This is an optimization exercise on Yosys and OpenROAD, whose aim is small area, a short achievable clock period and few clock cycles per item, not a production implementation. At most, simulation tests tie the RTL to the original design; equivalence was not proved.

==> flow/design.v <==
module sym_engine (
    input  wire        clk,
    input  wire        rst,
    input  wire        cmd_valid,
    output wire        cmd_ready,
    input  wire [63:0] cmd_word,
    output wire        rsp_valid,
    input  wire        rsp_ready,
    output wire [63:0] rsp_word
);
  localparam [7:0] OP_SETDIM  = 8'h10;
  localparam [7:0] OP_SETMODE = 8'h11;
  localparam [7:0] OP_MAP     = 8'h12;
  reg [8:0] dim_w;    
  reg [8:0] dim_h;    
  reg [2:0] mode;     
  reg       o_valid;
  reg       o_res;    
  reg       o_last;   
  reg [7:0] o_op;
  reg       o_err, o_dim, o_mode, o_map;
  reg [7:0] o_px, o_py;   
  reg [3:0] o_rm;     
  reg [1:0] o_j;
  assign cmd_ready = !o_valid || (rsp_ready && o_last);
  wire accept = cmd_valid && cmd_ready;
  wire take   = o_valid && rsp_ready;
  wire [7:0] op  = cmd_word[63:56];
  wire       rsv = cmd_word[55:32] != 24'd0;
  wire [15:0] xs = cmd_word[15:0];
  wire [15:0] ys = cmd_word[31:16];
  wire is_dim  = op == OP_SETDIM && !rsv;
  wire is_mode = op == OP_SETMODE && !rsv && cmd_word[31:3] == 29'd0 &&
                 cmd_word[2:0] != 3'd7;
  wire is_map  = op == OP_MAP && !rsv;
  function [8:0] clamp_dim;
    input [15:0] v;
    begin
      if (v[15] || v == 16'd0)                      clamp_dim = 9'd1;
      else if (v[14:9] != 6'd0 || (v[8] && v[7:0] != 8'd0)) clamp_dim = 9'd256;
      else                                          clamp_dim = v[8:0];
    end
  endfunction
  function sum1_eq;
    input [7:0] a;
    input [7:0] b;
    input [8:0] c;
    reg [8:0] cin;    
    reg [8:0] cout;   
    integer k;
    begin
      for (k = 0; k < 8; k = k + 1) begin
        cin[k]  = a[k] ^ b[k] ^ c[k];
        cout[k] = (a[k] & b[k]) | ((a[k] ^ b[k]) & ~c[k]);
      end
      cin[8] = c[8];
      cout[8] = 1'b0;
      sum1_eq = cin[0] && (cin[8:1] == cout[7:0]);
    end
  endfunction
  wire [7:0] x  = xs[7:0];
  wire [7:0] y  = ys[7:0];
  wire       xz = xs[15:8] == 8'd0;
  wire       yz = ys[15:8] == 8'd0;
  wire in0 = xz && yz && ({1'b0, x} < dim_w) && ({1'b0, y} < dim_h);
  wire in1 = xz && yz && ({1'b0, y} < dim_w) && ({1'b0, x} < dim_h);
  wire cx  = dim_w[0] && dim_w[8:1] == {1'b0, x};    
  wire cy  = dim_h[0] && dim_h[8:1] == {1'b0, y};    
  wire dg  = x == y;                                 
  wire ad  = sum1_eq(x, y, dim_w) && sum1_eq(x, y, dim_h);
  reg [3:0] mask;
  always @(*) begin
    case (mode)
      3'd1:    mask = {2'b00, in0 && !cx, in0};
      3'd2:    mask = {1'b0, in0 && !cy, 1'b0, in0};
      3'd3:    mask = {in0 && !cx && !cy, in0 && !cy, in0 && !cx, in0};
      3'd4:    mask = {in0 && !(cx && cy), 2'b00, in0};
      3'd5:    mask = {in1 && !dg, 2'b00, in0};
      3'd6:    mask = {in1 && !ad, 2'b00, in0};
      default: mask = {3'b000, in0};
    endcase
  end
  function [3:0] drop1;    
    input [3:0] m;
    begin
      drop1 = {m[3] & (m[2] | m[1] | m[0]), m[2] & (m[1] | m[0]), m[1] & m[0], 1'b0};
    end
  endfunction
  function [1:0] lowest;   
    input [3:0] m;
    begin
      lowest = {!m[0] && !m[1], !m[0] && (m[1] || !m[2])};
    end
  endfunction
  wire [3:0] rs   = o_res ? o_rm : drop1(o_rm);      
  wire [1:0] prev = o_res ? 2'd0 : lowest(o_rm);
  wire [1:0] tgt  = lowest(rs);
  wire       fx   = prev[0] ^ tgt[0];
  wire       fy   = prev[1] ^ tgt[1];
  wire       rs_one = rs != 4'd0 && drop1(rs) == 4'd0;
  wire m5 = mode == 3'd5;
  wire m6 = mode == 3'd6;
  wire [8:0] sb = dim_w + {1'b0, ~(m6 ? o_py : o_px)};    
  wire [8:0] sd = dim_h + {1'b0, ~(m6 ? o_px : o_py)};    
  wire [7:0] nx = m5 ? o_py : sb[7:0];
  wire [7:0] ny = m5 ? o_px : sd[7:0];
  always @(posedge clk) begin
    if (rst) begin
      o_valid <= 1'b0;
      dim_w   <= 9'd1;
      dim_h   <= 9'd1;
      mode    <= 3'd0;
    end else if (accept) begin
      o_valid <= 1'b1;
      if (is_dim) begin
        dim_w <= clamp_dim(xs);
        dim_h <= clamp_dim(ys);
      end
      if (is_mode) mode <= cmd_word[2:0];
    end else if (take && o_last) begin
      o_valid <= 1'b0;
    end
  end
  always @(posedge clk) begin
    if (accept) begin
      o_res  <= 1'b1;
      o_last <= !(is_map && mask != 4'd0);
      o_op   <= op;
      o_err  <= !(is_dim || is_mode || is_map);
      o_dim  <= is_dim;
      o_mode <= is_mode;
      o_map  <= is_map;
      o_px   <= x;
      o_py   <= y;
      o_rm   <= mask;
      o_j    <= 2'd0;
    end else if (take) begin
      o_res  <= 1'b0;
      o_last <= rs_one;
      o_rm   <= rs;
      if (!o_res) o_j <= o_j + 2'd1;
      if (fx) o_px <= nx;
      if (fy) o_py <= ny;
    end
  end
  wire [2:0] n = o_rm[0] + o_rm[1] + o_rm[2] + o_rm[3];
  wire [8:0] pay_lo = (o_dim ? dim_w : 9'd0) |
                      (o_mode ? {6'd0, mode} : 9'd0) |
                      (o_map ? {6'd0, n} : 9'd0);
  wire [8:0] pay_hi = o_dim ? dim_h : 9'd0;
  assign rsp_valid = o_valid;
  assign rsp_word = o_res ?
      {o_op, 3'd0, o_err, 4'd0, 23'd0, pay_hi, 7'd0, pay_lo} :
      {OP_MAP, 4'd0, 4'd1, 28'd0, o_last, 1'b0, o_j, o_py, o_px};
endmodule
Settings: LEC_CHECK=0, CAP_MARGIN=20, CORE_MARGIN=2, CORE_UTILIZATION=40, SLEW_MARGIN=20; clock period 9.0 ns.
standard.sh (not shown) runs the stock make flow with config.mk's settings and CLKGATE_MAP_FILE= SYNTH_SCRIPT=/design/flow/synth_recipe.tcl, a recipe that flattens the netlist after the stock synthesis.
==> flow/flow/run.sh <==
#!/bin/bash
# The standard layout, with plain buffers (buf_2) on the ports instead of
# the default delay-cell buffers. Each tool's output is in standard.log.
set -euo pipefail
cd "$(dirname "$0")/.."
export BUFFER_PORTS_ARGS="-buffer_cell sky130_fd_sc_hd__buf_2"
bash standard.sh finish > standard.log 2>&1
Edit:
--- a/flow/design.v
+++ b/flow/design.v
@@ -15,13 +15,13 @@
   reg [8:0] dim_h;    
   reg [2:0] mode;     
   reg       o_valid;
   reg       o_res;    
   reg       o_last;   
   reg [7:0] o_op;
-  reg       o_err, o_dim, o_mode, o_map;
+  reg       o_err;
   reg [7:0] o_px, o_py;   
   reg [3:0] o_rm;     
   reg [1:0] o_j;
   assign cmd_ready = !o_valid || (rsp_ready && o_last);
   wire accept = cmd_valid && cmd_ready;
   wire take   = o_valid && rsp_ready;
@@ -55,22 +55,34 @@
       end
       cin[8] = c[8];
       cout[8] = 1'b0;
       sum1_eq = cin[0] && (cin[8:1] == cout[7:0]);
     end
   endfunction
+  function lt8;
+    input [7:0] a;
+    input [7:0] b;
+    integer k;
+    begin
+      lt8 = 1'b0;
+      for (k = 0; k < 8; k = k + 1)
+        lt8 = (a[k] ^ b[k]) ? b[k] : lt8;
+    end
+  endfunction
   wire [7:0] x  = xs[7:0];
   wire [7:0] y  = ys[7:0];
   wire       xz = xs[15:8] == 8'd0;
   wire       yz = ys[15:8] == 8'd0;
-  wire in0 = xz && yz && ({1'b0, x} < dim_w) && ({1'b0, y} < dim_h);
-  wire in1 = xz && yz && ({1'b0, y} < dim_w) && ({1'b0, x} < dim_h);
+  wire in0 = xz && yz && (dim_w[8] || lt8(x, dim_w[7:0])) &&
+                         (dim_h[8] || lt8(y, dim_h[7:0]));
+  wire in1 = xz && yz && (dim_w[8] || lt8(y, dim_w[7:0])) &&
+                         (dim_h[8] || lt8(x, dim_h[7:0]));
   wire cx  = dim_w[0] && dim_w[8:1] == {1'b0, x};    
   wire cy  = dim_h[0] && dim_h[8:1] == {1'b0, y};    
   wire dg  = x == y;                                 
-  wire ad  = sum1_eq(x, y, dim_w) && sum1_eq(x, y, dim_h);
+  wire ad  = dim_w == dim_h && sum1_eq(x, y, dim_w);
   reg [3:0] mask;
   always @(*) begin
     case (mode)
       3'd1:    mask = {2'b00, in0 && !cx, in0};
       3'd2:    mask = {1'b0, in0 && !cy, 1'b0, in0};
       3'd3:    mask = {in0 && !cx && !cy, in0 && !cy, in0 && !cx, in0};
@@ -124,15 +136,12 @@
   always @(posedge clk) begin
     if (accept) begin
       o_res  <= 1'b1;
       o_last <= !(is_map && mask != 4'd0);
       o_op   <= op;
       o_err  <= !(is_dim || is_mode || is_map);
-      o_dim  <= is_dim;
-      o_mode <= is_mode;
-      o_map  <= is_map;
       o_px   <= x;
       o_py   <= y;
       o_rm   <= mask;
       o_j    <= 2'd0;
     end else if (take) begin
       o_res  <= 1'b0;
@@ -140,13 +149,18 @@
       o_rm   <= rs;
       if (!o_res) o_j <= o_j + 2'd1;
       if (fx) o_px <= nx;
       if (fy) o_py <= ny;
     end
   end
-  wire [2:0] n = o_rm[0] + o_rm[1] + o_rm[2] + o_rm[3];
+  wire [2:0] n = {o_rm[3] & o_rm[1],
+                  o_rm[0] & (o_rm[1] | o_rm[2] | o_rm[3]) & !(o_rm[1] & o_rm[3]),
+                  (o_rm[0] & !(o_rm[1] | o_rm[2] | o_rm[3])) | (o_rm[3] & !o_rm[0])};
+  wire o_dim  = !o_err && o_op[1:0] == 2'd0;
+  wire o_mode = !o_err && o_op[1:0] == 2'd1;
+  wire o_map  = !o_err && o_op[1:0] == 2'd2;
   wire [8:0] pay_lo = (o_dim ? dim_w : 9'd0) |
                       (o_mode ? {6'd0, mode} : 9'd0) |
                       (o_map ? {6'd0, n} : 9'd0);
   wire [8:0] pay_hi = o_dim ? dim_h : 9'd0;
   assign rsp_valid = o_valid;
   assign rsp_word = o_res ?
Effect: The changed run finished with timing, DRC and antenna clean. Worst hold slack is worse by 0.063 ns. Final cell count drops by 7.1%. First-iteration DRC count fell by 5.7%. Routed wire length falls by 8.6%. Worst setup slack degrades by 0.082 ns. Core utilization decreases by 1.3 points.
Testbench counts after the change, summed over its fixed seeds: cycles 6,396, items 3,200.
Only the layout flow was run in the first run of this note; the RTL was not checked for function there.

static timing again, ports no longer ideal:
In the flow no input, the clock included, has a driving cell. The finished layouts below were timed again as built, in two steps. Step 1 assumes that a clkbuf_16 drives the clock port and a buf_2 every other input. Step 2, shift: input delay + t, output delay - t, t = (earliest + latest rising clock arrival at the registers) / 2. This alone moves slack from input paths to output paths. Slacks: no drivers / after step 1 / after step 2; pairs: no drivers / after step 1.
run | shift t [ns] | slack for setup (ns) | worst setup path after step 2 | latest minus earliest clock arrival (ns)
the first run | 0.379 | 4.582 / 4.543 / 4.759 | input to register | 0.006 / 0.005
the second run | 0.340 | 4.500 / 4.520 / 4.180 | input to register | 0.005 / 0.005
After both steps every run listed still meets setup and hold. The setup slack of the second run, which loses most, moves by +0.020 ns with the drivers and by -0.320 ns with both steps.
